Background: an optimization exercise with open tools, aiming at a short achievable clock period and few clock cycles. Do not read the settings as production practice.
At most, simulation tests tie the RTL to the original design; equivalence was not proved.
The RTL of run 4 was laid out without a check of its function.
The clock cells of runs 2 to 4 come from the design's own scripts or RTL, not from TritonCTS.
The flow treats the clock pin as an ideal source. Dropping or thinning the clock tree relies on that and would not hold on a real chip.
Power is estimated from default activity; no workload was simulated.

==> flow/design.v <==
module cs213_frame_dp (
    input              clk,
    input              rst,
    input              start,
    output             start_ready,
    input      [15:0]  cfg_key,
    input              cfg_enc,
    input              cfg_comp,
    input              cfg_cks,
    input      [15:0]  cfg_sum,
    input      [15:0]  cfg_stored,
    input      [19:0]  cfg_orig,
    input      [127:0] cfg_dict,
    input              in_valid,
    input      [7:0]   in_data,
    output             in_ready,
    output             out_valid,
    output     [7:0]   out_data,
    input              out_ready,
    output             done,
    output     [2:0]   err,
    output     [15:0]  checksum,
    output     [19:0]  out_count
);
    localparam [2:0] E_OK        = 3'd0,
                     E_INTEGRITY = 3'd2,
                     E_SIZE      = 3'd3,
                     E_TRUNC     = 3'd6;
    localparam [7:0] SENTINEL = 8'h07;
    localparam FAW  = 4;                 
    localparam FD   = 1 << FAW;          
    localparam ROOM = FD - 5;            
    function [15:0] lfsr_step;
        input [15:0] s;
        begin
            lfsr_step = {s[0] ^ s[6] ^ s[9] ^ s[13], s[15:1]};
        end
    endfunction
    integer i;
    reg          start_ready_r;
    reg          a_act;        
    reg [15:0]   a_rem;        
    reg          in_ready_r;
    reg          in_nready;    
    reg          a_comp, a_cks;
    reg [15:0]   a_sum;
    reg [19:0]   a_orig;
    reg [7:0]    a_dict [0:15];
    reg [15:0]   ks;           
    reg          phase;        
    reg [7:0]    pad;          
    reg          f0, f1, f2, f3;
    reg          f_sumbad, f_trunc, f_sizebad;
    reg          b_v;
    reg          b_last;
    reg [7:0]    b_d;
    reg          d_v;
    reg          d_last;
    reg          d_tokw;       
    reg          d_run;        
    reg          d_one;        
    reg [3:0]    d_cnt;
    reg [7:0]    d_lit;        
    reg [15:0]   d_sel;        
    reg          d_escn;       
    reg          esc;          
    reg [7:0]    cs_lo, cs_hi;
    reg          cs_c;
    reg [3:0]    oc_lo;
    reg [15:0]   oc_hi;
    reg          oc_c;
    reg [13:0]   tf_mem [0:FD-1];
    reg [FD-1:0] tf_wp, tf_rp;
    reg [FD-1:0] tf_occ;
    wire         tf_empty = !tf_occ[0];
    wire         room     = !tf_occ[ROOM];
    reg          r_full;
    reg [2:0]    r_err;
    reg [15:0]   r_csum;
    reg [19:0]   r_cnt;
    reg [2:0]    q_err;
    reg [15:0]   q_csum;
    reg [19:0]   q_cnt;
    wire accept   = start && !a_act;
    wire in_fire  = in_valid && !in_nready;
    wire [15:0] cfg_ks  = cfg_enc ? lfsr_step(cfg_key) : 16'd0;
    wire [15:0] ks_next = lfsr_step(ks);
    wire in_ready_next = accept  ? (cfg_stored != 16'd0) && room :
                         in_fire ? (a_rem != 16'd1) && room :
                                   a_act && (a_rem != 16'd0) && room;
    wire [7:0] db   = b_d ^ pad;
    wire       e    = d_v ? d_escn : esc;
    wire       is07 = (db == SENTINEL);
    wire       is00 = (db == 8'h00);
    wire       hinz = (db[7:4] != 4'd0);
    wire       run  = a_comp && e && !is00 && hinz;
    reg [7:0]  d_dict;
    always @(*) begin
        d_dict = 8'd0;
        for (i = 0; i < 16; i = i + 1)
            d_dict = d_dict | (a_dict[i] & {8{d_sel[i]}});
    end
    wire       tok_w = d_v && d_tokw;
    reg          cur_v;
    reg          cur_eof;
    reg          cur_last;     
    reg [3:0]    cur_cnt;
    reg [7:0]    cur_byte;
    reg          o_v;
    reg          o_done;
    reg          o_nv;
    reg          o_ndone;
    reg [7:0]    o_d;
    reg [7:0]    o_h;          
    reg          s_v;
    reg          s_eof;
    reg [7:0]    s_d;
    wire fin_go    = f3 && !tf_occ[FD-2] && (!r_full || !o_ndone);
    wire tf_we     = tok_w || fin_go;
    wire [13:0] tf_wd = fin_go ? 14'h3000 :
                        {1'b0, d_one, d_cnt, d_run ? d_dict : d_lit};
    wire o_busy    = !o_nv && !out_ready;
    wire prod_fire = cur_v && !s_v;
    wire cur_free  = !cur_v || (!s_v && cur_last);
    wire       nx_v    = s_v || cur_v;
    wire       nx_eof  = s_v ? s_eof : cur_eof;
    wire [7:0] nx_d    = s_v ? s_d : cur_byte;
    wire tf_re     = cur_free && !tf_empty;
    reg  [13:0] tf_head;
    always @(*) begin
        tf_head = 14'd0;
        for (i = 0; i < FD; i = i + 1)
            tf_head = tf_head | (tf_mem[i] & {14{tf_rp[i]}});
    end
    always @(posedge clk) begin
        if (rst) begin
            start_ready_r <= 1'b1;
            a_act      <= 1'b0;
            in_ready_r <= 1'b0;
            in_nready  <= 1'b1;
            f0         <= 1'b0;
            f1         <= 1'b0;
            f2         <= 1'b0;
            f3         <= 1'b0;
            b_v        <= 1'b0;
            b_last     <= 1'b0;
            d_v        <= 1'b0;
            d_last     <= 1'b0;
            tf_wp      <= 1;
            tf_rp      <= 1;
            tf_occ     <= 0;
            r_full     <= 1'b0;
            cur_v      <= 1'b0;
            o_v        <= 1'b0;
            o_done     <= 1'b0;
            o_nv       <= 1'b1;
            o_ndone    <= 1'b1;
            s_v        <= 1'b0;
        end else begin
            start_ready_r <= (start_ready_r && !start) || fin_go;
            a_act         <= (a_act || start) && !fin_go;
            b_v    <= in_fire;
            b_last <= in_fire && (a_rem == 16'd1);
            d_v    <= b_v;
            d_last <= b_v && b_last;
            f0 <= accept && (cfg_stored == 16'd0);
            f1 <= (d_v && d_last) || f0;
            f2 <= f1;
            if (f2)
                f3 <= 1'b1;
            else if (fin_go)
                f3 <= 1'b0;
            in_ready_r <= in_ready_next;
            in_nready  <= !in_ready_next;
            if (tf_we)
                tf_wp <= {tf_wp[FD-2:0], tf_wp[FD-1]};
            if (tf_re)
                tf_rp <= {tf_rp[FD-2:0], tf_rp[FD-1]};
            if (tf_we && !tf_re)
                tf_occ <= {tf_occ[FD-2:0], 1'b1};
            else if (!tf_we && tf_re)
                tf_occ <= {1'b0, tf_occ[FD-1:1]};
            if (fin_go)
                r_full <= 1'b1;
            else if (!o_ndone)
                r_full <= 1'b0;
            if (cur_free)
                cur_v <= !tf_empty;
            o_v     <= o_busy || (nx_v && !nx_eof);
            o_done  <= !o_busy && nx_v && nx_eof;
            o_nv    <= !(o_busy || (nx_v && !nx_eof));
            o_ndone <= !(!o_busy && nx_v && nx_eof);
            s_v     <= o_busy && (s_v || cur_v);
        end
        if (!a_act) begin
            a_rem  <= cfg_stored;
            a_comp <= cfg_comp;
            a_cks  <= cfg_cks;
            a_sum  <= cfg_sum;
            a_orig <= cfg_orig;
            for (i = 0; i < 16; i = i + 1)
                a_dict[i] <= cfg_dict[8*i +: 8];
            ks     <= cfg_ks;
            pad    <= cfg_ks[7:0];
            phase  <= 1'b0;
            esc    <= 1'b0;
            cs_lo  <= 8'd0;
            cs_hi  <= 8'd0;
            cs_c   <= 1'b0;
            oc_lo  <= 4'd0;
            oc_hi  <= 16'd0;
            oc_c   <= 1'b0;
        end else begin
            if (in_fire)
                a_rem <= a_rem - 16'd1;
            if (b_v) begin
                phase <= !phase;
                if (phase) begin
                    ks  <= ks_next;
                    pad <= ks_next[7:0];
                end else begin
                    pad <= ks[15:8];
                end
                {cs_c, cs_lo} <= {1'b0, cs_lo} + {1'b0, b_d};
            end else begin
                cs_c <= 1'b0;
            end
            cs_hi <= cs_hi + {7'd0, cs_c};
            esc <= e;
            if (tok_w)
                {oc_c, oc_lo} <= {1'b0, oc_lo} + {1'b0, d_cnt};
            else
                oc_c <= 1'b0;
            oc_hi <= oc_hi + {15'd0, oc_c};
        end
        b_d    <= in_data;
        d_tokw <= !a_comp || (e ? (is00 || hinz) : !is07);
        d_run  <= run;
        d_one  <= !run || (db[7:4] == 4'd1);
        d_cnt  <= run ? db[7:4] : 4'd1;
        d_lit  <= (a_comp && e && is00) ? SENTINEL : db;
        d_escn <= a_comp && !e && is07;
        for (i = 0; i < 16; i = i + 1)
            d_sel[i] <= (db[3:0] == i);
        f_sumbad  <= a_cks && ({cs_hi, cs_lo} != a_sum);
        f_trunc   <= a_comp && esc;
        f_sizebad <= ({oc_hi, oc_lo} != a_orig);
        for (i = 0; i < FD; i = i + 1)
            if (tf_wp[i])
                tf_mem[i] <= tf_wd;
        if (cur_free) begin
            {cur_eof, cur_last, cur_cnt, cur_byte} <= tf_head;
        end else if (prod_fire) begin
            cur_cnt  <= cur_cnt - 4'd1;
            cur_last <= (cur_cnt == 4'd2);
        end
        if (!s_v) begin
            s_eof <= cur_eof;
            s_d   <= cur_byte;
        end
        o_d <= o_busy ? o_h : nx_d;
        if (!o_busy && nx_v)
            o_h <= nx_d;
        if (fin_go) begin
            r_err  <= f_sumbad ? E_INTEGRITY : f_trunc ? E_TRUNC :
                      f_sizebad ? E_SIZE : E_OK;
            r_csum <= {cs_hi, cs_lo};
            r_cnt  <= {oc_hi, oc_lo};
        end
        q_err  <= r_err;
        q_csum <= r_csum;
        q_cnt  <= r_cnt;
    end
    assign start_ready = start_ready_r;
    assign in_ready    = in_ready_r;
    assign out_valid   = o_v;
    assign out_data    = o_d;
    assign done        = o_done;
    assign err         = q_err;
    assign checksum    = q_csum;
    assign out_count   = q_cnt;
endmodule
==> flow/run.sh <==
#!/bin/bash
# synth_recipe.tcl (not shown) runs the flow's synth.tcl, then flattens the netlist and writes it again
# the make line also repeats each setting of config.mk as NAME=value (left out here)
make -C /OpenROAD-flow-scripts/flow DESIGN_CONFIG=/design/flow/config.mk WORK_HOME=/design/flow/orfs CLKGATE_MAP_FILE= SYNTH_SCRIPT=/design/flow/synth_recipe.tcl finish
==> flow/config.mk <==
export PLATFORM = sky130hd
export DESIGN_NAME = cs213_frame_dp
export DESIGN_NICKNAME = cs213_frame_dp
export VERILOG_FILES = /design/flow/design.v
export SDC_FILE = /design/flow/constraint.sdc
export NUM_CORES = 4
export LEC_CHECK = 0
export ABC_CLOCK_PERIOD_IN_PS = 1800
export CAP_MARGIN = 20
export CORE_MARGIN = 2
export CORE_UTILIZATION = 70
export SETUP_SLACK_MARGIN = 3.2
export SLEW_MARGIN = 20
==> flow/constraint.sdc <==
create_clock -name core_clock -period 5.0 [get_ports {clk}]
set_input_delay 1.0000 -clock core_clock [delete_from_list [all_inputs] [get_ports {clk}]]
set_output_delay 1.0000 -clock core_clock [all_outputs]
set_load 0.01 [all_outputs]
==> results of run 1 <==
worst paths after layout:
check                         to  slack [ns]  depth (start not counted)
max                  out_data[3]        2.95                          1
min            q_csum[3]$_DFF_P_        0.33                          0
max reg2reg  a_rem[15]$_DFFE_PP_        2.99                          5
min reg2reg    q_csum[3]$_DFF_P_        0.33                          0
sequential cells by signal, indices dropped and copies added (netlist names), 20 cells and up:
signal,flops
a_dict,128
a_orig,20
tf_mem,224
r_cnt,20
q_cnt,20
power breakdown:
| group | switching, mW | leakage (nW) | internal [mW] |
|---|---|---|---|
| Combinational | 0.610 | 3.36 | 0.497 |
| Clock | 2.10 | 1.06 | 2.93 |
| Sequential | 0.232 | 6.37 | 6.54 |
| Total | 2.94 | 10.8 | 9.96 |
through the flow:
step                 util  total power, mW  cell area, µm²
floorplan               -             7.27           25200
global placement    0.792             7.71           28000
detailed placement  0.792             7.76           28000
CTS                 0.866             12.8           30700
global route        0.880             13.2           31100
finish              0.880             12.9           31100
metal layers:
layer	global-route usage	wire length, µm
met1	0.433	23000
met2	0.579	33000
met3	0.0671	6680
met4	0.133	2500
met5	0.00265	0
worst reg2reg max path, cell delays in order, from the launching register on:
cell,delay (ns)
sky130_fd_sc_hd__edfxtp_1,0.42
sky130_fd_sc_hd__or3_4,0.42
sky130_fd_sc_hd__or4_4,0.48
sky130_fd_sc_hd__nor3_4,0.18
sky130_fd_sc_hd__xnor2_1,0.15
sky130_fd_sc_hd__a21oi_1,0.09
synth_stat cells, types with 7 or more instances:
master and instances:
sky130_fd_sc_hd__nand2_1 105, sky130_fd_sc_hd__mux2i_1 30, sky130_fd_sc_hd__nor2b_1 10, sky130_fd_sc_hd__dfxtp_1 206, sky130_fd_sc_hd__and2_1 13, sky130_fd_sc_hd__xor2_1 29, sky130_fd_sc_hd__mux2_2 9, sky130_fd_sc_hd__a21oi_1 90
sky130_fd_sc_hd__inv_1 22, sky130_fd_sc_hd__nand3_1 41, sky130_fd_sc_hd__and3_1 9, sky130_fd_sc_hd__edfxtp_1 491, sky130_fd_sc_hd__nand2b_1 13, sky130_fd_sc_hd__xnor2_1 56, sky130_fd_sc_hd__nor3_1 12, sky130_fd_sc_hd__or3_1 7
sky130_fd_sc_hd__nand4_1 26, sky130_fd_sc_hd__nor2_1 146, sky130_fd_sc_hd__a22o_1 57, sky130_fd_sc_hd__a221oi_1 50, sky130_fd_sc_hd__ha_1 21, sky130_fd_sc_hd__nor4_1 8, sky130_fd_sc_hd__o21ai_0 31, sky130_fd_sc_hd__a22oi_1 60
sky130_fd_sc_hd__clkbuf_1 80, sky130_fd_sc_hd__buf_1 9, sky130_fd_sc_hd__a31oi_1 12, sky130_fd_sc_hd__a222oi_1 8
repair_timing:
| item | CTS | global route |
|---|---|---|
| pin swaps | 8 | 36 |
| gates resized for setup | 335 | 72 |
| buffers inserted | 16 | 21 |
| cloned | 1 | 4 |
| setup endpoints to repair | 434 | 227 |
cell type report:
type / count / share of cell area
flip-flops and latches: 697 / 0.609
diodes: 1 / 0.0000803
multi-input cells: 895 / 0.201
repair buffers: 309 / 0.0973
clock buffers: 99 / 0.0614
clock inverters: 24 / 0.00884
inverters: 24 / 0.00341
well taps: 461 / 0.0185
cell families (layout without fill, tap and decap cells):
family | count (synthesis) | after routing
buf+inv | 116 | 456
xor+xnor | 85 | 85
simple gates | 410 | 410
flops | 697 | 697
mux | 39 | 39
fa+ha+maj | 23 | 23
other cells | 0 | 1
compound gates | 334 | 338
==> notes.md, run 1 <==
Place:
- Counting tap cells, the placed design contains a total of 2,344 instances.
- The port buffer count is 262.
- The global placer's final weighted congestion is 0.849.
- The post-placement setup slack is 2.27 ns.
- Detailed placement finished with a half-perimeter wire length of 36,600 µm.

Yosys:
- The top-area cell type share of the netlist area is 0.589.
- Yosys printed 3 warnings.
- The fraction of registers with async set/reset is 0.
- In the synthesized netlist, the number of instances is 1,704.
- Of the total synthesized cell area, the portion taken by full adders, half adders and majority gates is 0.0121.
- Yosys mapped a number of flops with a built-in enable equal to 491.
- Among all flip-flop cells after synthesis, the most frequent one is sky130_fd_sc_hd__edfxtp_1.
- The count of state elements after synthesis is 697.
- The share of the Yosys chip area taken by registers is 0.754.
- The post-synthesis net count is 1,939.
- The multiplexer fraction of the synthesized cell area is 0.0160.
- By area, the combinational part of the netlist is dominated by compound AO/OA/AOI/OAI gates.
- By area the synthesized netlist is led by sky130_fd_sc_hd__edfxtp_1, sky130_fd_sc_hd__dfxtp_1, sky130_fd_sc_hd__nor2_1, sky130_fd_sc_hd__a22o_1, sky130_fd_sc_hd__xnor2_1.
- Summing every instance area after synthesis gives 25,000 µm².
- The number of unique standard cell types used by synthesis is 59.
- The share of synthesized cell area in and, or, nand and nor gates is 0.0766.
- The synthesized area divided by synthesized cell count is 14.7 µm².
- Of the total synthesized cell area, the portion taken by XOR and XNOR cells is 0.0297.
- The top cell type by total area after synthesis is sky130_fd_sc_hd__edfxtp_1.
- The compound-gate portion of the synthesized area came to 0.0942.

Timing:
- The clock tree skew after final layout is 0.0223 ns.
- Setup repair after global routing could not meet its margin everywhere.
- The final critical-path required period is 2.05 ns.
- The number of setup violations in the final report is 0.
- Measured against its own limit, the worst slew margin works out to 0.212.
- In the post-route analysis, the smallest setup slack over all paths is 2.95 ns.
- Timing would allow up to 488 MHz.
- Dividing the final minimum period by the clock period gives 0.410.
- The slew at the pin with the worst max-slew slack is 1.18 ns.
- The final count of pins violating max slew was 0.
- On the final layout, the worst hold slack is 0.334 ns.
- The hold violation total from the final report is 0.
- Setup total negative slack on the finished layout was measured at 0 ns.

Clock network:
- The clock tree synthesis step divided the H-tree into 3 levels.
- The TritonCTS clock tree is done.
- Clock latency on the worst-skew pair, taken at its later pin, is 0.60 ns.
- The cell sitting at the root of the clock tree is a sky130_fd_sc_hd__clkbuf_16.
- The sink count of the clock tree is 697.
- The clock transition time at the flip-flop clock pins of the worst setup and hold paths is 0.07 ns.
- The maximum buffer depth of the clock tree is 3.
- In this run, post-CTS hold repair placed 0 buffers.
- In this run, CTS created clock tree buffers numbering 67.

Critical path:
- Among cell families on the critical path, the largest total delay comes from flip-flops.
- At the worst endpoint, the required time is 4.00 ns.
- The maximum single-stage delay on the critical path is 0.35 ns.
- The classification of the worst setup path is reg2out.
- Along the worst path, the maximum fanout reaches 1.
- The critical path endpoint category is a primary output.
- Among all stages on the critical path, the largest delay is contributed by sky130_fd_sc_hd__dfxtp_2.
- Traced cell by cell, the critical path runs through buf_6.
- STA classifies the critical path startpoint as a flop.
- Counting both buffers and inverters, the worst setup path holds a total of 1.
- In this run the critical register-to-register path is launched from a_rem[10]$_DFFE_PP_.
- The origin of the worst setup path is o_d[3]$_DFF_P_.
- The arrival time reported for the critical path endpoint is 1.05 ns.

Route:
- Dividing the detail-routed wire length by the instance count gives 26.0 µm.
- The number of DRC violations after detailed-routing iteration 0 is 1,936.
- The final route contains 16,300 vias.
- For this run, design rule violations remaining after detail routing come to 0.
- The first TritonRoute pass finished after 8 iterations.
- In the routed layout, each cell is associated on average with a via count of 6.50.
- The aggregate routed wire length is 65,200 µm.
- The count of nets left with antenna violations once routing finished came out at 0.

Worst hold path:
- The startpoint of the worst hold path is r_csum[3]$_DFFE_PP_.
- The class of the tightest hold or removal check is reg2reg.

Status:
- The run finished with no timing, DRC or antenna violations.

Power and ir drop:
- The worst ir drop on vdd is 0.408 mV.
- The leakage power is 10.8 nW.
- For this design the ratio of total power to cell area is 414 nW/µm².

Global route:
- The initial antenna violation count is 2.
- The number of global-route vias before repair came to 16,100.
- The first global-routing pass estimated 93,000 µm of wire.
- Entering global routing, the biggest net connects 89 pins.
- The global route total overflow is 0.
- The total routing usage reported by global routing is 0.339.

Layout:
- The area taken by multi-input logic gates is 6270 µm².
- The final-stage net count is 2,229.
- Excluding fillers, the count of instances in the completed layout stands at 2,510.
- In the layout the commonest cells are sky130_fd_sc_hd__edfxtp_1, sky130_fd_sc_hd__clkdlybuf4s50_1, sky130_fd_sc_hd__nor2_1, sky130_fd_sc_hd__dfxtp_1, sky130_fd_sc_hd__nand2_1.
- The leading cell type in the layout, fill and taps excluded is sky130_fd_sc_hd__edfxtp_1.
- The area overhead of the layout relative to synthesis is 24.4%.
- Fill cells in the final layout number 1,448.
- The combined flip-flop and latch cell area is 19,000 µm².
- The fraction of layout cells with a size suffix above 1 is 0.170.

Floorplan:
- The initial utilization of the core area, before any placement, comes to 0.707.
- During I/O placement, the number of pins put on the boundary was 263.
- The floorplan step defined a die boundary enclosing 37,300 µm².
- The floorplan step set the die height to 193 µm.
- The floorplan step defined a core boundary enclosing 35,400 µm².
- The floorplan has 69 rows.
- The die is 193 µm wide.

Flow run:
- The reported max-cap violation count is 0.
Testbench counts, summed over its fixed seeds: cycles 37,104.
==> inputs of run 2 (changes only) <==
==> flow/flow/run.sh (new file) <==
#!/bin/bash
# The standard layout, except for the clock tree: pre_cts.tcl, sourced by
# the standard CTS step through its PRE_CTS_TCL hook, builds the clock tree
# from clock inverters (inv_tree.tcl) in place of TritonCTS's buffer tree.
# The rest of the CTS step (placement legalisation, timing repair) and all
# other steps run unchanged. make's output goes to standard.log; each ORFS
# step keeps its own log under orfs/logs.
set -euo pipefail
here=$(pwd)
bash standard.sh finish PRE_CTS_TCL="$here/flow/pre_cts.tcl" > standard.log 2>&1
==> flow/flow/inv_tree.tcl (new file) <==
# Clock tree of inverters: capacitated k-means clustering of the clock sinks,
# level by level, with one clock inverter per cluster.
proc kmeans {xs ys k maxsz} {
  set n [llength $xs]
  set order [lsort -integer -indices [lmap x $xs y $ys {expr {int($x + 3*$y)}}]]
  set cx {}; set cy {}
  for {set c 0} {$c < $k} {incr c} {
    set i [lindex $order [expr {int(($c + 0.5) * $n / $k)}]]
    lappend cx [lindex $xs $i]; lappend cy [lindex $ys $i]
  }
  for {set iter 0} {$iter < 30} {incr iter} {
    set pairs {}
    for {set i 0} {$i < $n} {incr i} {
      for {set c 0} {$c < $k} {incr c} {
        lappend pairs [list [expr {abs([lindex $xs $i] - [lindex $cx $c]) + abs([lindex $ys $i] - [lindex $cy $c])}] $i $c]
      }
    }
    set pairs [lsort -real -index 0 $pairs]
    set asg [lrepeat $n -1]
    set cnt [lrepeat $k 0]
    foreach p $pairs {
      lassign $p d i c
      if {[lindex $asg $i] >= 0} continue
      if {[lindex $cnt $c] >= $maxsz} continue
      lset asg $i $c
      lset cnt $c [expr {[lindex $cnt $c] + 1}]
    }
    set sx [lrepeat $k 0.0]; set sy [lrepeat $k 0.0]
    for {set i 0} {$i < $n} {incr i} {
      set c [lindex $asg $i]
      lset sx $c [expr {[lindex $sx $c] + [lindex $xs $i]}]
      lset sy $c [expr {[lindex $sy $c] + [lindex $ys $i]}]
    }
    for {set c 0} {$c < $k} {incr c} {
      if {[lindex $cnt $c] > 0} {
        lset cx $c [expr {[lindex $sx $c] / [lindex $cnt $c]}]
        lset cy $c [expr {[lindex $sy $c] / [lindex $cnt $c]}]
      }
    }
  }
  return [list $asg $cx $cy $cnt]
}
# fanouts: list of max fanout per level, from the leaves up, e.g. {28 4 6 4}
proc build_inv_tree {clk_name fanouts masters} {
  set db [ord::get_db]
  set block [ord::get_db_block]
  set clknet [$block findNet $clk_name]
  set sinks [$clknet getITerms]
  set n [llength $sinks]
  set xs {}; set ys {}
  foreach it $sinks {
    set bb [[$it getInst] getBBox]
    lappend xs [expr {([$bb xMin] + [$bb xMax]) / 2.0}]
    lappend ys [expr {([$bb yMin] + [$bb yMax]) / 2.0}]
  }
  foreach it $sinks { $it disconnect }
  # level by level: items to drive = current sinks (as list of {x y connect-proc})
  set cur_x $xs; set cur_y $ys
  set cur_conn {}
  foreach it $sinks { lappend cur_conn [list iterm $it] }
  set lvl 0
  foreach fo $fanouts master_name $masters {
    set master [$db findMaster $master_name]
    set m [llength $cur_x]
    set k [expr {int(ceil(double($m) / $fo))}]
    lassign [kmeans $cur_x $cur_y $k $fo] asg cx cy cnt
    set nets {}
    set new_conn {}
    for {set c 0} {$c < $k} {incr c} {
      set inst [odb::dbInst_create $block $master "clkinv_m_l${lvl}_$c"]
      $inst setLocation [expr {int([lindex $cx $c])}] [expr {int([lindex $cy $c])}]
      $inst setPlacementStatus PLACED
      set net [odb::dbNet_create $block "clknet_m_l${lvl}_$c"]
      $net setSigType CLOCK
      [$inst findITerm Y] connect $net
      lappend nets $net
      lappend new_conn [list iterm [$inst findITerm A]]
    }
    for {set i 0} {$i < $m} {incr i} {
      lassign [lindex $cur_conn $i] kind obj
      $obj connect [lindex $nets [lindex $asg $i]]
    }
    puts "level $lvl: $k inverters ($master_name), sizes $cnt"
    set cur_x $cx; set cur_y $cy; set cur_conn $new_conn
    incr lvl
  }
  foreach c $cur_conn { lassign $c kind obj; $obj connect $clknet }
}
==> flow/flow/pre_cts.tcl (new file) <==
# Sourced by ORFS's cts.tcl (PRE_CTS_TCL) after the placed design is loaded.
# Builds a balanced clock tree of four levels of clock inverters (an even
# number, so every register sees the clock's own polarity): the registers
# are clustered by k-means into groups of at most 28, each driven by a
# clkinv_16; those inverters are clustered into groups of 3, those into
# groups of 4, those into groups of 2, and one inverter at the top is driven
# by the clock port. TritonCTS and the inverter cloning that prepares for it
# are then skipped, as the tree is complete.
source [file join [file dirname [info script]] inv_tree.tcl]
set inv sky130_fd_sc_hd__clkinv_16
build_inv_tree clk {28 3 4 2} [list $inv $inv $inv $inv]
global_connect
set_propagated_clock [all_clocks]
proc repair_clock_inverters {args} { puts "pre_cts.tcl: clock inverters kept as built" }
proc clock_tree_synthesis {args} { puts "pre_cts.tcl: clock tree already built" }
==> flow/standard.sh (new file) <==
#!/bin/bash
# synth_recipe.tcl (not shown) runs the flow's synth.tcl, then flattens the netlist and writes it again
# the make line also repeats each setting of config.mk as NAME=value (left out here)
make -C /OpenROAD-flow-scripts/flow DESIGN_CONFIG=/design/flow/config.mk WORK_HOME=/design/flow/orfs CLKGATE_MAP_FILE= SYNTH_SCRIPT=/design/flow/synth_recipe.tcl "${@:-finish}"
removed: flow/run.sh
==> run 2 against run 1 <==
  * Still clean on timing, DRC and antenna
  * Setup slack gained 0.098 ns
  * Clock power is 39% lower
  * Hold slack got worse by 0.10 ns
  * Synthesized area stayed put
  * Global-route usage decreased by 2.0 points
  * Maximum frequency increased by 5.0%
  * Core utilization is 2.8 points lower
  * Die area unchanged
  * Register-to-register slack improved by 0.06 ns
  * First-iteration DRC count fell by 8.6%
  * Critical path type is now reg2reg
==> notes.md, run 2 <==
Yosys:
- The top cell type by total area after synthesis is sky130_fd_sc_hd__edfxtp_1 (unchanged).
- Top cells by instance count after synthesis: sky130_fd_sc_hd__edfxtp_1, sky130_fd_sc_hd__dfxtp_1, sky130_fd_sc_hd__nor2_1, sky130_fd_sc_hd__nand2_1, sky130_fd_sc_hd__a21oi_1 (unchanged).
- The synthesized area divided by synthesized cell count came to 14.7 µm² (unchanged).
- The count of state elements after synthesis came to 697 (unchanged).
- The dominant register cell in the synthesized netlist is sky130_fd_sc_hd__edfxtp_1 (unchanged).
- The area of the mapped netlist came to 25,000 µm² (unchanged).
- The number of unique standard cell types used by synthesis came to 59 (unchanged).
- The most instantiated library cell after synthesis is sky130_fd_sc_hd__edfxtp_1 (unchanged).
- The number of synthesized flops with an enable pin is 491 (unchanged).
- The number of warnings reported in the yosys synthesis log is 3 (unchanged).
- The synthesized instance count is 1,704 (unchanged).
- The sequential-to-total area share from yosys stat is 0.754 (unchanged).
- The top-area cell type share of the netlist area is 0.589 (unchanged).
- Main area contributors after synthesis: sky130_fd_sc_hd__edfxtp_1, sky130_fd_sc_hd__dfxtp_1, sky130_fd_sc_hd__nor2_1, sky130_fd_sc_hd__a22o_1, sky130_fd_sc_hd__xnor2_1 (unchanged).
- The fraction of registers with async set/reset is 0 (unchanged).
- The post-synthesis net count is 1,939 (unchanged).

Critical path:
- The classification of the worst setup path is reg2reg (was reg2out).
- CP cell instances: nor4_4 > nor3b_4 > nand2_1 > xor2_1 > a21oi_1 (was buf_6).
- The critical path startpoint category is a flop (unchanged).
- The maximum net fanout on the critical path is 4 (was 1).
- The arrival time reported for the critical path endpoint was 2.09 ns (was 1.05 ns).
- The cell at the slowest stage of the critical path is sky130_fd_sc_hd__edfxtp_1 (was sky130_fd_sc_hd__dfxtp_2).
- The critical path endpoint category was a flop (was primary output).
- The family with the most delay on the worst path is simple AND/OR/NAND/NOR gates (was flip-flops).
- The sum of buffers and inverters on the critical path is 0 (was 1).
- The maximum single-stage delay on the critical path was 0.50 ns (was 0.35 ns).
- The required time at the worst-slack endpoint is 5.13 ns (was 4.00 ns).

Timing:
- The hold violation total from the final report is 0 (unchanged).
- The remaining max-slew budget at the tightest pin is 0.181 (was 0.212).
- The slew at the pin with the worst max-slew slack came to 1.23 ns (was 1.18 ns).
- The smallest setup slack after layout is 3.05 ns (was 2.95 ns).
- The maximum clock frequency is 512 MHz (was 488 MHz).
- The final count of pins violating max slew is 0 (unchanged).
- The total negative slack came to 0 ns (unchanged).
- The final worst-path cycle share was 0.390 (was 0.410).
- The final critical-path required period was 1.95 ns (was 2.05 ns).
- The clock tree skew after final layout came to 0.117 ns (was 0.0223 ns).
- The number of setup violations in the final report came to 0 (unchanged).
- RSZ-0062 raised after global routing: yes (unchanged).

Layout:
- Registers with the most flip-flops: tf_mem x224, a_dict x128 (unchanged).
- Most frequent cells in the layout: sky130_fd_sc_hd__edfxtp_1, sky130_fd_sc_hd__clkdlybuf4s50_1, sky130_fd_sc_hd__dfxtp_1, sky130_fd_sc_hd__nor2_1, sky130_fd_sc_hd__nand2_1 (was sky130_fd_sc_hd__edfxtp_1, sky130_fd_sc_hd__clkdlybuf4s50_1, sky130_fd_sc_hd__nor2_1, sky130_fd_sc_hd__dfxtp_1, sky130_fd_sc_hd__nand2_1).
- The final-stage net count is 2,206 (was 2,229).
- The number of flip-flops in the largest register is 224 (unchanged).
- The register with the most flip-flops was tf_mem (unchanged).
- The filler cell count in the final layout is 1,653 (was 1,448).
- The post-route core utilization came to 0.852 (was 0.880).
- The fraction of layout cells with a size suffix above 1 is 0.154 (was 0.170).
- The area overhead of the layout relative to synthesis is 20.4% (was 24.4%).
- The leading cell type in the layout, fill and taps excluded is sky130_fd_sc_hd__edfxtp_1 (unchanged).

Place:
- The sum of net half-perimeters after detailed placement is 36,600 µm (unchanged).
- The port buffer count was 262 (unchanged).
- The post-placement setup slack was 2.27 ns (unchanged).
- The global placer's final weighted congestion came to 0.849 (unchanged).

Power and ir drop:
- The fraction of power spent switching nets was 0.298 (was 0.228).
- The sequential share of power is 0.619 (was 0.524).
- The total power density per cell area is 362 nW/µm² (was 414 nW/µm²).
- The worst ir drop on vdd is 0.347 mV (was 0.408 mV).
- The fraction of power consumed by combinational cells is 0.100 (was 0.086).
- The total internal power is 7.66 mW (was 9.96 mW).
- The leakage power is 10.2 nW (was 10.8 nW).
- The clock power share is 0.280 (was 0.390).
- The net switching power was 3.24 mW (was 2.94 mW).

Clock network:
- The latest clock arrival within the worst-skew pair was 0.43 ns (was 0.60 ns).
- The clock transition time at the flip-flop clock pins of the worst setup and hold paths is 0.08 ns (was 0.07 ns).

Global route:
- The wire length of the first global-routing pass was 88,300 µm (was 93,000 µm).
- The initial antenna violation count was 3 (was 2).
- The pin count of the biggest net entering global routing is 89 (unchanged).
- The number of global-route vias before repair is 15,500 (was 16,100).
- The total routing usage reported by global routing is 0.319 (was 0.339).
- The global route total overflow was 0 (unchanged).

Route:
- The post-route antenna net violation count was 0 (unchanged).
- The detailed-router iteration count before antenna repair is 8 (unchanged).
- The number of design rule violations left after detail routing was 0 (unchanged).
- The via density per instance is 6.47 (was 6.50).
- The overall via count from detail_route was 15,700 (was 16,300).
- The aggregate routed wire length is 61,700 µm (was 65,200 µm).
- The average wire length per cell after detail routing is 25.3 µm (was 26.0 µm).
- The number of DRC violations after detailed-routing iteration 0 is 1,769 (was 1,936).

Flow run:
- The reported max-cap violation count is 0 (unchanged).

Floorplan:
- The x dimension of the die came to 193 µm (unchanged).
- The y dimension of the die is 193 µm (unchanged).
- The count of boundary I/O pins is 263 (unchanged).
- The initial core utilization is 0.707 (unchanged).
- The placeable core area is 35,400 µm² (unchanged).
- The number of placement rows came to 69 (unchanged).
- The floorplan die area is 37,300 µm² (unchanged).

Status:
- Outcome: timing/DRC/antenna clean (unchanged).

Worst hold path:
- The class of the tightest hold or removal check was reg2reg (unchanged).
run 2: cell counts after synthesis:
No cell type changed its count.
run 2: routing by layer:
layer	part of all wire	global-route usage	up-vias
met5	0	0	-
met4	0.040	0.118	0
met3	0.098	0.0519	158
met2	0.50	0.542	995
met1	0.36	0.420	7717
li1	-	-	6876
run 2: stage by stage:
step	cell area, µm²	power, mW	cells	hold slack (ns)
global placement	28000	7.71	2344	0.324
finish	30100	10.9	2433	0.231
global route	30100	11.3	2432	0.237
floorplan	25200	7.27	1704	0.323
CTS	29600	10.8	2410	0.232
detailed placement	28000	7.76	2344	0.327
run 2: final timing paths:
path,startpoint,end,slack [ns],cells past startpoint
min,r_cnt[2]$_DFFE_PP_,q_cnt[2]$_DFF_P_,0.23,0
max,a_rem[3]$_DFFE_PP_,a_rem[10]$_DFFE_PP_,3.05,5
max reg2reg,a_rem[3]$_DFFE_PP_,a_rem[10]$_DFFE_PP_,3.05,5
min reg2reg,r_cnt[2]$_DFFE_PP_,q_cnt[2]$_DFF_P_,0.23,0
run 2: worst reg2reg max path, delay by kind of cell, from the launching register on:
family	cells	cell delay, ns
DFF	1	0.50
AOI/OAI and AO/OA	1	0.08
and+or+nand+nor	3	0.93
xor gates and xnor gates	1	0.18
run 2: logic make-up (layout without fill, tap and decap cells):
family	Yosys count	count (layout)	share of synthesized area
AO/OA/AOI/OAI	334	334	0.0942
buffers and inverters	116	381	0.0175
other	0	3	0
multiplexers	39	39	0.0160
flip-flops	697	697	0.754
AND/OR/NAND/NOR	410	410	0.0766
adder cells (fa/ha/maj)	23	23	0.0121
XOR/XNOR	85	85	0.0297
run 2: area by class of cell:
class / instances / area, µm² / area share
inverters: 63 / 1280 / 0.0424
multi-input cells: 891 / 6250 / 0.207
repair buffers: 318 / 3080 / 0.102
well taps: 461 / 577 / 0.0191
flip-flops and latches: 697 / 19000 / 0.629
diodes: 3 / 7.51 / 0.000249
run 2: timing repair:
action                     CTS  global route
setup buffers               26            19
gates resized for setup    319            99
gates cloned                 1             1
pin swaps                   12            29
setup endpoints to repair  481           332
hold buffers                 0             0
run 2: power groups by stage:
stage | clock, mW | combinational (mW) | sequential, mW
2_1_floorplan | 0 | 0.530 | 6.74
3_3_place_gp | 0 | 0.878 | 6.83
3_5_place_dp | 0 | 0.910 | 6.85
4_1_cts | 3.08 | 0.990 | 6.74
5_1_grt | 3.33 | 1.17 | 6.78
6_report | 3.06 | 1.09 | 6.75
==> inputs of run 3 (changes only) <==
--- a/flow/design.v
+++ b/flow/design.v
@@ -31,3 +31,3 @@
     localparam FD   = 1 << FAW;          
-    localparam ROOM = FD - 5;            
+    localparam ROOM = FD - 4;            
     function [15:0] lfsr_step;
@@ -53,5 +53,2 @@
     reg          f_sumbad, f_trunc, f_sizebad;
-    reg          b_v;
-    reg          b_last;
-    reg [7:0]    b_d;
     reg          d_v;
@@ -90,3 +87,3 @@
                                    a_act && (a_rem != 16'd0) && room;
-    wire [7:0] db   = b_d ^ pad;
+    wire [7:0] db   = in_data ^ pad;
     wire       e    = d_v ? d_escn : esc;
@@ -114,5 +111,2 @@
     reg [7:0]    o_h;          
-    reg          s_v;
-    reg          s_eof;
-    reg [7:0]    s_d;
     wire fin_go    = f3 && !tf_occ[FD-2] && (!r_full || !o_ndone);
@@ -122,7 +116,4 @@
     wire o_busy    = !o_nv && !out_ready;
-    wire prod_fire = cur_v && !s_v;
-    wire cur_free  = !cur_v || (!s_v && cur_last);
-    wire       nx_v    = s_v || cur_v;
-    wire       nx_eof  = s_v ? s_eof : cur_eof;
-    wire [7:0] nx_d    = s_v ? s_d : cur_byte;
+    wire prod_fire = cur_v && !o_busy;
+    wire cur_free  = !cur_v || (!o_busy && cur_last);
     wire tf_re     = cur_free && !tf_empty;
@@ -144,4 +135,2 @@
             f3         <= 1'b0;
-            b_v        <= 1'b0;
-            b_last     <= 1'b0;
             d_v        <= 1'b0;
@@ -157,3 +146,2 @@
             o_ndone    <= 1'b1;
-            s_v        <= 1'b0;
         end else begin
@@ -161,6 +149,4 @@
             a_act         <= (a_act || start) && !fin_go;
-            b_v    <= in_fire;
-            b_last <= in_fire && (a_rem == 16'd1);
-            d_v    <= b_v;
-            d_last <= b_v && b_last;
+            d_v    <= in_fire;
+            d_last <= in_fire && (a_rem == 16'd1);
             f0 <= accept && (cfg_stored == 16'd0);
@@ -188,7 +174,6 @@
                 cur_v <= !tf_empty;
-            o_v     <= o_busy || (nx_v && !nx_eof);
-            o_done  <= !o_busy && nx_v && nx_eof;
-            o_nv    <= !(o_busy || (nx_v && !nx_eof));
-            o_ndone <= !(!o_busy && nx_v && nx_eof);
-            s_v     <= o_busy && (s_v || cur_v);
+            o_v     <= o_busy || (cur_v && !cur_eof);
+            o_done  <= prod_fire && cur_eof;
+            o_nv    <= !(o_busy || (cur_v && !cur_eof));
+            o_ndone <= !(prod_fire && cur_eof);
         end
@@ -213,5 +198,4 @@
         end else begin
-            if (in_fire)
+            if (in_fire) begin
                 a_rem <= a_rem - 16'd1;
-            if (b_v) begin
                 phase <= !phase;
@@ -223,3 +207,3 @@
                 end
-                {cs_c, cs_lo} <= {1'b0, cs_lo} + {1'b0, b_d};
+                {cs_c, cs_lo} <= {1'b0, cs_lo} + {1'b0, in_data};
             end else begin
@@ -235,3 +219,2 @@
         end
-        b_d    <= in_data;
         d_tokw <= !a_comp || (e ? (is00 || hinz) : !is07);
@@ -250,5 +233,4 @@
                 tf_mem[i] <= tf_wd;
-        if (cur_free) begin
-            {cur_eof, cur_last, cur_cnt, cur_byte} <= tf_head;
-        end else if (prod_fire) begin
+        if (cur_free)
+            {cur_eof, cur_last, cur_cnt, cur_byte} <= tf_head; else if (prod_fire) begin
             cur_cnt  <= cur_cnt - 4'd1;
@@ -256,9 +238,5 @@
         end
-        if (!s_v) begin
-            s_eof <= cur_eof;
-            s_d   <= cur_byte;
-        end
-        o_d <= o_busy ? o_h : nx_d;
-        if (!o_busy && nx_v)
-            o_h <= nx_d;
+        o_d <= o_busy ? o_h : cur_byte;
+        if (prod_fire)
+            o_h <= cur_byte;
         if (fin_go) begin
==> run 3 against run 2 <==
  * Still clean
  * First-iteration DRC count up 8.5%
  * Hold slack improved by 0.087 ns
  * Global-route usage up 0.87 points
  * Wire length increased by 1.1%
  * Sequential cell count is 20 lower
  * Final cell count decreased by 2.8%
  * Sequential share of layout area shrank 1.3 points
  * Die area fell by 1.4%
  * Via count is 0.66% lower
  * Power decreased by 4.3%
  * Synthesized cell count is 3.6% lower
  * Critical endpoint is now tf_occ[3]$_SDFFE_PP0P_
==> notes.md, run 3 <==
Status:
- Outcome: timing/DRC/antenna clean (unchanged).

Yosys:
- The top-area cell type share of the netlist area is 0.598 (was 0.589).
- The top cell type by total area after synthesis is sky130_fd_sc_hd__edfxtp_1 (unchanged).
- The number of synthesized flops with an enable pin is 491 (unchanged).
- The dominant register cell in the synthesized netlist is sky130_fd_sc_hd__edfxtp_1 (unchanged).
- Main area contributors after synthesis: sky130_fd_sc_hd__edfxtp_1, sky130_fd_sc_hd__dfxtp_1, sky130_fd_sc_hd__mux2i_1, sky130_fd_sc_hd__nor2_1, sky130_fd_sc_hd__a22o_1 (was sky130_fd_sc_hd__edfxtp_1, sky130_fd_sc_hd__dfxtp_1, sky130_fd_sc_hd__nor2_1, sky130_fd_sc_hd__a22o_1, sky130_fd_sc_hd__xnor2_1).
- The post-synthesis net count is 1,877 (was 1,939).
- The synthesized area divided by synthesized cell count is 15.0 µm² (was 14.7 µm²).
- The synthesized instance count is 1,642 (was 1,704).
- The number of warnings reported in the yosys synthesis log was 3 (unchanged).
- The count of state elements after synthesis was 677 (was 697).
- Top cells by instance count after synthesis: sky130_fd_sc_hd__edfxtp_1, sky130_fd_sc_hd__dfxtp_1, sky130_fd_sc_hd__nor2_1, sky130_fd_sc_hd__clkbuf_1, sky130_fd_sc_hd__nand2_1 (was sky130_fd_sc_hd__edfxtp_1, sky130_fd_sc_hd__dfxtp_1, sky130_fd_sc_hd__nor2_1, sky130_fd_sc_hd__nand2_1, sky130_fd_sc_hd__a21oi_1).
- The number of unique standard cell types used by synthesis is 61 (was 59).
- The sequential-to-total area share from yosys stat is 0.748 (was 0.754).
- The area of the mapped netlist is 24,700 µm² (was 25,000 µm²).
- The most instantiated library cell after synthesis is sky130_fd_sc_hd__edfxtp_1 (unchanged).
- The fraction of registers with async set/reset is 0 (unchanged).

Timing:
- The hold violation total from the final report was 0 (unchanged).
- The final critical-path required period is 2.16 ns (was 1.95 ns).
- The clock tree skew after final layout is 0.0756 ns (was 0.117 ns).
- The maximum clock frequency is 464 MHz (was 512 MHz).
- The final worst-path cycle share is 0.431 (was 0.390).
- The smallest setup slack after layout came to 2.84 ns (was 3.05 ns).
- The number of setup violations in the final report is 0 (unchanged).
- The post-route worst hold slack is 0.319 ns (was 0.231 ns).
- RSZ-0062 raised after global routing: yes (unchanged).
- The remaining max-slew budget at the tightest pin is 0.241 (was 0.181).
- The slew at the pin with the worst max-slew slack is 1.14 ns (was 1.23 ns).
- The total negative slack is 0 ns (unchanged).
- The final count of pins violating max slew is 0 (unchanged).

Critical path:
- The maximum net fanout on the critical path came to 8 (was 4).
- The maximum single-stage delay on the critical path is 0.18 ns (was 0.50 ns).
- The arrival time reported for the critical path endpoint is 2.33 ns (was 2.09 ns).
- The sum of buffers and inverters on the critical path was 4 (was 0).
- CP cell instances: buf_8 > o21ai_4 > a21boi_2 > buf_12 > clkinv_8 > ha_4 > buf_8 > mux2i_1 > nor2_1 > a21oi_1 > nor2_1 (was nor4_4 > nor3b_4 > nand2_1 > xor2_1 > a21oi_1).
- The classification of the worst setup path is in2reg (was reg2reg).
- The critical path endpoint category is a flop (unchanged).
- The family with the most delay on the worst path is buffers and inverters (was simple AND/OR/NAND/NOR gates).
- The critical path startpoint category is a primary input (was flop).
- The required time at the worst-slack endpoint is 5.17 ns (was 5.13 ns).
- The cell at the slowest stage of the critical path is sky130_fd_sc_hd__mux2i_1 (was sky130_fd_sc_hd__edfxtp_1).

Power and ir drop:
- The worst ir drop on vdd was 0.489 mV (was 0.347 mV).
- The total power density per cell area came to 346 nW/µm² (was 362 nW/µm²).
- The final total power is 10.4 mW (was 10.9 mW).
- The leakage power is 10.1 nW (was 10.2 nW).

Layout:
- The leading cell type in the layout, fill and taps excluded is sky130_fd_sc_hd__edfxtp_1 (unchanged).
- The final instance area is 30,100 µm² (about the same).
- The final-stage net count was 2,142 (was 2,206).
- The area overhead of the layout relative to synthesis came to 22.1% (was 20.4%).
- The fraction of layout cells with a size suffix above 1 is 0.179 (was 0.154).
- Most frequent cells in the layout: sky130_fd_sc_hd__edfxtp_1, sky130_fd_sc_hd__clkdlybuf4s50_1, sky130_fd_sc_hd__nor2_1, sky130_fd_sc_hd__dfxtp_1, sky130_fd_sc_hd__dfxtp_2 (was sky130_fd_sc_hd__edfxtp_1, sky130_fd_sc_hd__clkdlybuf4s50_1, sky130_fd_sc_hd__dfxtp_1, sky130_fd_sc_hd__nor2_1, sky130_fd_sc_hd__nand2_1).
- Registers with the most flip-flops: tf_mem x224, a_dict x128 (unchanged).
- The number of cells in the finished layout apart from fillers is 2,364 (was 2,433).
- The number of flip-flops in the largest register came to 224 (unchanged).
- The register with the most flip-flops is tf_mem (unchanged).
- The post-route core utilization is 0.870 (was 0.852).
- The filler cell count in the final layout is 1,495 (was 1,653).

Place:
- The port buffer count was 262 (unchanged).
- The cell total after placement is 2,275 (was 2,344).
- The placed standard-cell area is 27,800 µm² (was 28,000 µm²).
- The post-placement setup slack was 1.78 ns (was 2.27 ns).
- The global placer's final weighted congestion is 0.856 (was 0.849).
- The sum of net half-perimeters after detailed placement is 36,400 µm (was 36,600 µm).

Global route:
- The wire length of the first global-routing pass is 89,700 µm (was 88,300 µm).
- The initial antenna violation count came to 3 (unchanged).
- The total routing usage reported by global routing is 0.328 (was 0.319).
- The number of global-route vias before repair was 15,500 (about the same).
- The pin count of the biggest net entering global routing is 98 (was 89).
- The global route total overflow is 0 (unchanged).

Clock network:
- The clock transition time at the flip-flop clock pins of the worst setup and hold paths was 0.07 ns (was 0.08 ns).
- The latest clock arrival within the worst-skew pair was 0.39 ns (was 0.43 ns).
- The number of hold buffers added after CTS is 0 (unchanged).

Route:
- The post-route antenna net violation count is 0 (unchanged).
- The average wire length per cell after detail routing is 26.4 µm (was 25.3 µm).
- The via density per instance is 6.62 (was 6.47).
- The detailed-router iteration count before antenna repair was 6 (was 8).
- The number of DRC violations after detailed-routing iteration 0 came to 1,920 (was 1,769).
- The number of design rule violations left after detail routing is 0 (unchanged).
- The aggregate routed wire length is 62,300 µm (was 61,700 µm).
- The overall via count from detail_route is 15,600 (was 15,700).

Floorplan:
- The y dimension of the die is 192 µm (was 193 µm).
- The placeable core area is 34,600 µm² (was 35,400 µm²).
- The number of placement rows is 68 (was 69).
- The count of boundary I/O pins was 263 (unchanged).
- The x dimension of the die is 192 µm (was 193 µm).
- The initial core utilization is 0.713 (was 0.707).
- The floorplan die area was 36,800 µm² (was 37,300 µm²).

Worst hold path:
- The class of the tightest hold or removal check is reg2reg (unchanged).

Flow run:
- The reported max-cap violation count is 0 (unchanged).
run 3: cell types whose count changed in the layout (fill, tap and decap cells not counted), sizes merged, moves of 10 or more:
cell / previous run / this run
a21oi: 90 / 63
nand3: 41 / 31
dfxtp: 206 / 186
clkdlybuf4s50: 202 / 181
nand2: 105 / 68
mux2i: 30 / 57
run 3: worst paths after layout:
check                       from                endpoint  slack, ns  depth (start not counted)
max                    out_ready  tf_occ[3]$_SDFFE_PP0P_       2.84                         11
min          r_csum[0]$_DFFE_PP_       q_csum[0]$_DFF_P_       0.32                          0
max reg2reg       d_v$_SDFF_PP0_  tf_occ[3]$_SDFFE_PP0P_       2.98                          9
min reg2reg  r_csum[0]$_DFFE_PP_       q_csum[0]$_DFF_P_       0.32                          0
run 3: report_power, final:
group | switching (mW) | total, mW | leakage (nW) | internal [mW]
clock | 2.40 | 3.00 | 0.445 | 0.606
sequential | 0.181 | 6.49 | 6.19 | 6.31
combinational | 0.496 | 0.945 | 3.50 | 0.449
run 3: cells by family after synthesis:
family	synth area share
DFF	0.748
and+or+nand+nor	0.0713
AOI/OAI and AO/OA	0.0931
buffers and inverters	0.0182
xor gates and xnor gates	0.0295
muxes	0.0272
adders and majority gates	0.0123
run 3: routing by layer:
metal,vias to the layer above,GRT usage,share of wire
met5,-,0,0
met3,169,0.0508,0.10
met4,0,0.103,0.035
li1,6722,-,-
met2,1051,0.579,0.52
met1,7700,0.421,0.35
run 3: final cells by class:
| cell class | instances | area, µm² | share of cell area |
|---|---|---|---|
| timing repair inverter | 1 | 7.51 | 0.000249 |
| antenna | 4 | 10.0 | 0.000332 |
| inverter | 63 | 1290 | 0.0428 |
| multi-input combinational | 852 | 6590 | 0.219 |
| sequential | 677 | 18600 | 0.616 |
| tap | 455 | 569 | 0.0189 |
| timing repair buffer | 312 | 3110 | 0.103 |
run 3: what timing repair did:
item / CTS / global route
gates resized for setup: 417 / 98
setup buffers: 29 / 13
pin swaps: 28 / 18
setup endpoints to repair: 518 / 294
gates cloned: 2 / 2
run 3: worst register-to-register path, delay by kind of cell, from the launching register on:
kind / cells / cell delay, ns
AO/OA/AOI/OAI: 2 / 0.22
adder cells (fa/ha/maj): 1 / 0.21
buffers and inverters: 2 / 0.26
flip-flops: 1 / 0.50
multiplexers: 1 / 0.19
AND/OR/NAND/NOR: 3 / 0.44
Testbench counts of run 3, summed over its fixed seeds: cycles 37,093.
==> inputs of run 4 (changes only) <==
--- a/flow/design.v
+++ b/flow/design.v
@@ -31,3 +31,3 @@
     localparam FD   = 1 << FAW;          
-    localparam ROOM = FD - 4;            
+    localparam ROOM = FD - 5;            
     function [15:0] lfsr_step;
@@ -41,3 +41,6 @@
     reg          a_act;        
-    reg [15:0]   a_rem;        
+    reg [7:0]    a_rem_lo;     
+    reg [7:0]    a_rem_hi;     
+    reg          a_rem0;       
+    reg          a_rem1;       
     reg          in_ready_r;
@@ -53,2 +56,5 @@
     reg          f_sumbad, f_trunc, f_sizebad;
+    reg          b_v;
+    reg          b_last;
+    reg [7:0]    b_d;
     reg          d_v;
@@ -63,4 +69,5 @@
     reg          esc;          
-    reg [7:0]    cs_lo, cs_hi;
-    reg          cs_c;
+    reg [3:0]    cs_n0, cs_n1;
+    reg [7:0]    cs_hi;
+    reg          cs_c0, cs_c1;
     reg [3:0]    oc_lo;
@@ -85,5 +92,5 @@
     wire in_ready_next = accept  ? (cfg_stored != 16'd0) && room :
-                         in_fire ? (a_rem != 16'd1) && room :
-                                   a_act && (a_rem != 16'd0) && room;
-    wire [7:0] db   = in_data ^ pad;
+                         in_fire ? !a_rem1 && room :
+                                   a_act && !a_rem0 && room;
+    wire [7:0] db   = b_d ^ pad;
     wire       e    = d_v ? d_escn : esc;
@@ -111,3 +118,7 @@
     reg [7:0]    o_h;          
-    wire fin_go    = f3 && !tf_occ[FD-2] && (!r_full || !o_ndone);
+    reg          s_v;
+    reg          s_eof;
+    reg [7:0]    s_d;
+    wire f3_set    = f2 && !tf_occ[FD-2];
+    wire fin_go    = f3 && (!r_full || !o_ndone);
     wire tf_we     = tok_w || fin_go;
@@ -116,4 +127,7 @@
     wire o_busy    = !o_nv && !out_ready;
-    wire prod_fire = cur_v && !o_busy;
-    wire cur_free  = !cur_v || (!o_busy && cur_last);
+    wire prod_fire = cur_v && !s_v;
+    wire cur_free  = !cur_v || (!s_v && cur_last);
+    wire       nx_v    = s_v || cur_v;
+    wire       nx_eof  = s_v ? s_eof : cur_eof;
+    wire [7:0] nx_d    = s_v ? s_d : cur_byte;
     wire tf_re     = cur_free && !tf_empty;
@@ -135,2 +149,4 @@
             f3         <= 1'b0;
+            b_v        <= 1'b0;
+            b_last     <= 1'b0;
             d_v        <= 1'b0;
@@ -146,2 +162,3 @@
             o_ndone    <= 1'b1;
+            s_v        <= 1'b0;
         end else begin
@@ -149,11 +166,10 @@
             a_act         <= (a_act || start) && !fin_go;
-            d_v    <= in_fire;
-            d_last <= in_fire && (a_rem == 16'd1);
+            b_v    <= in_fire;
+            b_last <= in_fire && a_rem1;
+            d_v    <= b_v;
+            d_last <= b_v && b_last;
             f0 <= accept && (cfg_stored == 16'd0);
             f1 <= (d_v && d_last) || f0;
-            f2 <= f1;
-            if (f2)
-                f3 <= 1'b1;
-            else if (fin_go)
-                f3 <= 1'b0;
+            f2 <= f1 || (f2 && !f3_set);
+            f3 <= f3_set || (f3 && !fin_go);
             in_ready_r <= in_ready_next;
@@ -174,9 +190,13 @@
                 cur_v <= !tf_empty;
-            o_v     <= o_busy || (cur_v && !cur_eof);
-            o_done  <= prod_fire && cur_eof;
-            o_nv    <= !(o_busy || (cur_v && !cur_eof));
-            o_ndone <= !(prod_fire && cur_eof);
+            o_v     <= o_busy || (nx_v && !nx_eof);
+            o_done  <= !o_busy && nx_v && nx_eof;
+            o_nv    <= !(o_busy || (nx_v && !nx_eof));
+            o_ndone <= !(!o_busy && nx_v && nx_eof);
+            s_v     <= o_busy && (s_v || cur_v);
         end
         if (!a_act) begin
-            a_rem  <= cfg_stored;
+            a_rem_lo <= cfg_stored[7:0];
+            a_rem_hi <= cfg_stored[15:8];
+            a_rem0   <= (cfg_stored == 16'd0);
+            a_rem1   <= (cfg_stored == 16'd1);
             a_comp <= cfg_comp;
@@ -191,5 +211,7 @@
             esc    <= 1'b0;
-            cs_lo  <= 8'd0;
+            cs_n0  <= 4'd0;
+            cs_n1  <= 4'd0;
             cs_hi  <= 8'd0;
-            cs_c   <= 1'b0;
+            cs_c0  <= 1'b0;
+            cs_c1  <= 1'b0;
             oc_lo  <= 4'd0;
@@ -199,3 +221,9 @@
             if (in_fire) begin
-                a_rem <= a_rem - 16'd1;
+                a_rem_lo <= a_rem_lo - 8'd1;
+                if (a_rem_lo == 8'd0)
+                    a_rem_hi <= a_rem_hi - 8'd1;
+                a_rem1 <= (a_rem_hi == 8'd0) && (a_rem_lo == 8'd2);
+                a_rem0 <= a_rem1;
+            end
+            if (b_v) begin
                 phase <= !phase;
@@ -207,7 +235,6 @@
                 end
-                {cs_c, cs_lo} <= {1'b0, cs_lo} + {1'b0, in_data};
-            end else begin
-                cs_c <= 1'b0;
             end
-            cs_hi <= cs_hi + {7'd0, cs_c};
+            {cs_c0, cs_n0} <= {1'b0, cs_n0} + {1'b0, b_v ? b_d[3:0] : 4'd0};
+            {cs_c1, cs_n1} <= {1'b0, cs_n1} + {1'b0, b_v ? b_d[7:4] : 4'd0} + {4'd0, cs_c0};
+            cs_hi <= cs_hi + {7'd0, cs_c1};
             esc <= e;
@@ -219,2 +246,3 @@
         end
+        b_d    <= in_data;
         d_tokw <= !a_comp || (e ? (is00 || hinz) : !is07);
@@ -227,3 +255,3 @@
             d_sel[i] <= (db[3:0] == i);
-        f_sumbad  <= a_cks && ({cs_hi, cs_lo} != a_sum);
+        f_sumbad  <= a_cks && ({cs_hi, cs_n1, cs_n0} != a_sum);
         f_trunc   <= a_comp && esc;
@@ -233,4 +261,5 @@
                 tf_mem[i] <= tf_wd;
-        if (cur_free)
-            {cur_eof, cur_last, cur_cnt, cur_byte} <= tf_head; else if (prod_fire) begin
+        if (cur_free) begin
+            {cur_eof, cur_last, cur_cnt, cur_byte} <= tf_head;
+        end else if (prod_fire) begin
             cur_cnt  <= cur_cnt - 4'd1;
@@ -238,5 +267,9 @@
         end
-        o_d <= o_busy ? o_h : cur_byte;
-        if (prod_fire)
-            o_h <= cur_byte;
+        if (!s_v) begin
+            s_eof <= cur_eof;
+            s_d   <= cur_byte;
+        end
+        o_d <= o_busy ? o_h : nx_d;
+        if (!o_busy && nx_v)
+            o_h <= nx_d;
         if (fin_go) begin
@@ -244,3 +277,3 @@
                       f_sizebad ? E_SIZE : E_OK;
-            r_csum <= {cs_hi, cs_lo};
+            r_csum <= {cs_hi, cs_n1, cs_n0};
             r_cnt  <= {oc_hi, oc_lo};
==> run 4 against run 3 <==
  * Synthesized cell count up 2.5%
  * Critical path type is now reg2reg
  * Global-route usage down 1.6 points
  * Wire length down 4.2%
  * Via count down 2.9%
  * Hold slack better by 0.022 ns
  * Setup slack better by 0.26 ns
==> notes.md, run 4 <==
Layout:
- The post-route core utilization came to 0.843 (was 0.870).
- The number of flip-flops in the largest register is 224 (unchanged).
- The leading cell type in the layout, fill and taps excluded is sky130_fd_sc_hd__edfxtp_1 (unchanged).
- Registers with the most flip-flops: tf_mem x224, a_dict x128 (unchanged).
- Most frequent cells in the layout: sky130_fd_sc_hd__edfxtp_1, sky130_fd_sc_hd__clkdlybuf4s50_1, sky130_fd_sc_hd__nor2_1, sky130_fd_sc_hd__dfxtp_1, sky130_fd_sc_hd__nand2_1 (was sky130_fd_sc_hd__edfxtp_1, sky130_fd_sc_hd__clkdlybuf4s50_1, sky130_fd_sc_hd__nor2_1, sky130_fd_sc_hd__dfxtp_1, sky130_fd_sc_hd__dfxtp_2).
- The final-stage net count is 2,169 (was 2,142).
- The register with the most flip-flops is tf_mem (unchanged).
- The area overhead of the layout relative to synthesis is 19.1% (was 22.1%).
- The fraction of layout cells with a size suffix above 1 was 0.134 (was 0.179).

Route:
- The length of routed wiring on met1 is 21,700 µm (about the same).
- The average wire length per cell after detail routing is 24.9 µm (was 26.4 µm).
- The via density per instance is 6.34 (was 6.62).
- The number of design rule violations left after detail routing was 0 (unchanged).
- The met3 routed wirelength was 4930 µm (was 6270 µm).
- The highest metal layer with signal wires is met5 (was met4).
- The detailed-router iteration count before antenna repair came to 6 (unchanged).
- The length of routed met2 wiring is 30,700 µm (was 32,200 µm).
- The post-route antenna net violation count is 0 (unchanged).
- The aggregate routed wire length is 59,700 µm (was 62,300 µm).
- The overall via count from detail_route was 15,200 (was 15,600).
- The number of DRC violations after detailed-routing iteration 0 is 1,479 (was 1,920).

Floorplan:
- The y dimension of the die is 193 µm (was 192 µm).
- The floorplan die area is 37,400 µm² (was 36,800 µm²).
- The number of placement rows was 69 (was 68).
- The placeable core area came to 35,500 µm² (was 34,600 µm²).
- The count of boundary I/O pins is 263 (unchanged).
- The initial core utilization came to 0.708 (was 0.713).
- The x dimension of the die came to 193 µm (was 192 µm).

Worst hold path:
- The startpoint of the worst hold path is r_err[2]$_SDFFCE_PP0P_ (was r_csum[0]$_DFFE_PP_).
- The number of cells on the worst hold path is 0 (unchanged).
- The class of the tightest hold or removal check is reg2reg (unchanged).
- The endpoint with the worst hold slack is q_err[2]$_DFF_P_ (was q_csum[0]$_DFF_P_).

Timing:
- The hold violation total from the final report is 0 (unchanged).
- The smallest setup slack after layout came to 3.10 ns (was 2.84 ns).
- The remaining max-slew budget at the tightest pin came to 0.238 (was 0.241).
- The total negative slack is 0 ns (unchanged).
- The final count of pins violating max slew is 0 (unchanged).
- The final worst-path cycle share is 0.380 (was 0.431).
- RSZ-0062 raised after global routing: yes (unchanged).
- The clock tree skew after final layout is 0.102 ns (was 0.0756 ns).
- The number of setup violations in the final report was 0 (unchanged).
- The maximum clock frequency was 527 MHz (was 464 MHz).
- The final critical-path required period is 1.90 ns (was 2.16 ns).
- The slew at the pin with the worst max-slew slack came to 1.14 ns (about the same).

Yosys:
- The dominant register cell in the synthesized netlist is sky130_fd_sc_hd__edfxtp_1 (unchanged).
- The post-synthesis net count is 1,922 (was 1,877).
- The area of the mapped netlist came to 25,100 µm² (was 24,700 µm²).
- The most instantiated library cell after synthesis is sky130_fd_sc_hd__edfxtp_1 (unchanged).
- The sequential-to-total area share from yosys stat was 0.754 (was 0.748).
- Main area contributors after synthesis: sky130_fd_sc_hd__edfxtp_1, sky130_fd_sc_hd__dfxtp_1, sky130_fd_sc_hd__nor2_1, sky130_fd_sc_hd__a22o_1, sky130_fd_sc_hd__a221oi_1 (was sky130_fd_sc_hd__edfxtp_1, sky130_fd_sc_hd__dfxtp_1, sky130_fd_sc_hd__mux2i_1, sky130_fd_sc_hd__nor2_1, sky130_fd_sc_hd__a22o_1).
- The fraction of registers with async set/reset was 0 (unchanged).
- The number of unique standard cell types used by synthesis came to 56 (was 61).
- The synthesized area divided by synthesized cell count came to 14.9 µm² (was 15.0 µm²).
- The count of state elements after synthesis is 700 (was 677).
- The synthesized instance count was 1,683 (was 1,642).
- Top cells by instance count after synthesis: sky130_fd_sc_hd__edfxtp_1, sky130_fd_sc_hd__dfxtp_1, sky130_fd_sc_hd__nor2_1, sky130_fd_sc_hd__nand2_1, sky130_fd_sc_hd__a21oi_1 (was sky130_fd_sc_hd__edfxtp_1, sky130_fd_sc_hd__dfxtp_1, sky130_fd_sc_hd__nor2_1, sky130_fd_sc_hd__clkbuf_1, sky130_fd_sc_hd__nand2_1).
- The top cell type by total area after synthesis is sky130_fd_sc_hd__edfxtp_1 (unchanged).
- The number of synthesized flops with an enable pin is 493 (was 491).
- The number of warnings reported in the yosys synthesis log came to 3 (unchanged).
- The top-area cell type share of the netlist area is 0.589 (was 0.598).

Critical path:
- The startpoint of the worst-slack reg-to-reg timing path was d_sel[8]$_DFF_P_ (was d_v$_SDFF_PP0_).
- The critical path startpoint category is a flop (was primary input).
- The register-to-register setup slack is 3.10 ns (was 2.98 ns).
- The capture point of the worst reg-to-reg path is tf_mem[0][5]$_DFFE_PP_ (was tf_occ[3]$_SDFFE_PP0P_).
- The required time at the worst-slack endpoint is 5.04 ns (was 5.17 ns).
- The number of cells on the worst reg-to-reg path was 5 (was 9).
- The critical path endpoint category is a flop (unchanged).
- The classification of the worst setup path is reg2reg (was in2reg).
- The arrival time reported for the critical path endpoint came to 1.94 ns (was 2.33 ns).
- The maximum net fanout on the critical path was 8 (unchanged).

Global route:
- The global route total overflow was 0 (unchanged).
- The wire length of the first global-routing pass is 88,900 µm (was 89,700 µm).
- The total routing usage reported by global routing was 0.312 (was 0.328).
- The number of global-route vias before repair is 15,500 (about the same).
- The pin count of the biggest net entering global routing came to 93 (was 98).
- The initial antenna violation count came to 9 (was 3).

Place:
- The post-placement setup slack is 2.31 ns (was 1.78 ns).
- The sum of net half-perimeters after detailed placement came to 37,000 µm (was 36,400 µm).
- The port buffer count is 262 (unchanged).
- The global placer's final weighted congestion is 0.817 (was 0.856).

Clock network:
- The clock transition time at the flip-flop clock pins of the worst setup and hold paths is 0.07 ns (about the same).
- The latest clock arrival within the worst-skew pair is 0.39 ns (about the same).
- The number of hold buffers added after CTS is 0 (unchanged).

Power and ir drop:
- The total power density per cell area was 359 nW/µm² (was 346 nW/µm²).
- The worst ir drop on vdd was 0.381 mV (was 0.489 mV).
- The leakage power is 10.3 nW (was 10.1 nW).

Status:
- Outcome: timing/DRC/antenna clean (unchanged).

Flow run:
- The reported max-cap violation count is 0 (unchanged).
-- run 4: critical path, cell delays in order (launching register included) --
cell and delay, ns:
sky130_fd_sc_hd__dfxtp_4 0.37, sky130_fd_sc_hd__a222oi_1 0.38, sky130_fd_sc_hd__nand3_1 0.23, sky130_fd_sc_hd__nor2_2 0.22, sky130_fd_sc_hd__a31oi_4 0.16, sky130_fd_sc_hd__buf_6 0.19
-- run 4: report_power, final --
| part | total (mW) | internal (mW) | switching, mW |
|---|---|---|---|
| Clock | 3.04 | 0.609 | 2.43 |
| Combinational | 0.991 | 0.448 | 0.543 |
| Sequential | 6.72 | 6.54 | 0.184 |
| Total | 10.8 | 7.60 | 3.16 |
-- run 4: worst max path at each step --
stage	cells past startpoint	to	start	slack [ns]
final	5	tf_mem[0][5]$_DFFE_PP_	d_sel[8]$_DFF_P_	3.10
after global routing	5	tf_mem[13][5]$_DFFE_PP_	d_sel[8]$_DFF_P_	3.00
after CTS	2	tf_mem[12][6]$_DFFE_PP_	d_run$_DFF_P_	3.08
after detailed placement	4	ks[15]$_DFFE_PP_	cfg_enc	2.31
after global placement	4	ks[15]$_DFFE_PP_	cfg_enc	2.41
after floorplan	12	tf_occ[11]$_SDFFE_PP0P_	f3$_SDFF_PP0_	2.38
-- run 4: cells by family (layout without fill, tap and decap cells) --
logic type | count (synthesis) | after routing | synth area share
xor+xnor | 82 | 82 | 0.0286
compound gates | 315 | 316 | 0.0898
fa+ha+maj | 27 | 27 | 0.0146
simple gates | 391 | 391 | 0.0745
other cells | 0 | 7 | 0
buf+inv | 118 | 362 | 0.0180
mux | 50 | 50 | 0.0204
flops | 700 | 700 | 0.754
-- run 4: area by class of cell --
class	count	area, µm²
antenna	7	17.5
fill	1732	5560
inverter	69	1310
multi-input combinational	866	6060
sequential	700	19100
tap	461	577
timing repair buffer	293	2900
-- run 4: stage by stage --
| step | hold slack (ns) | cell area, µm² | power [mW] | std cells |
|---|---|---|---|---|
| 6_report | 0.341 | 29900 | 10.8 | 2396 |
| 3_5_place_dp | 0.327 | 28100 | 7.73 | 2329 |
| 5_1_grt | 0.346 | 29900 | 11.1 | 2395 |
| 4_1_cts | 0.342 | 29600 | 10.8 | 2380 |
| 2_1_floorplan | 0.323 | 25200 | 7.26 | 1683 |
| 3_3_place_gp | 0.324 | 28100 | 7.69 | 2329 |
-- run 4: layer usage --
metal,GRT usage,up-vias
met5,0,-
met4,0.118,2
met3,0.0443,134
met2,0.538,785
met1,0.406,7511
li1,-,6756
-- run 4: timing repair --
action / in CTS / in global routing
endpoints found under the setup margin: 426 / 315
cloned: 2 / 0
pin swaps: 18 / 17
buffers inserted: 10 / 9
gates resized for setup: 371 / 72

static timing again, ports no longer ideal:
No port has a modelled driver above. Below, the same layouts with a new extraction and two added sets of constraints. Step 1 assumes that a clkbuf_16 drives the clock port and a buf_2 every other input. Step 2, shift: input delay + t, output delay - t, t = (earliest + latest rising clock arrival at the registers) / 2. This alone moves slack from input paths to output paths. Slacks: ideal / step 1 / step 2; pairs: ideal / step 1.
| run | t (ns) | slack for setup (ns) | clock arrival spread, ns |
|---|---|---|---|
| run 1 | 0.643 | 2.950 / 2.893 / 2.552 | 0.024 / 0.024 |
| run 2 | 0.502 | 3.048 / 3.000 / 2.663 | 0.120 / 0.121 |
| run 3 | 0.495 | 2.845 / 2.950 / 2.455 | 0.077 / 0.074 |
| run 4 | 0.485 | 3.102 / 2.995 / 2.814 | 0.111 / 0.114 |
After both steps every run listed still meets setup and hold. The setup slack of run 1, which loses most, moves by -0.057 ns with the drivers and by -0.398 ns with both steps.
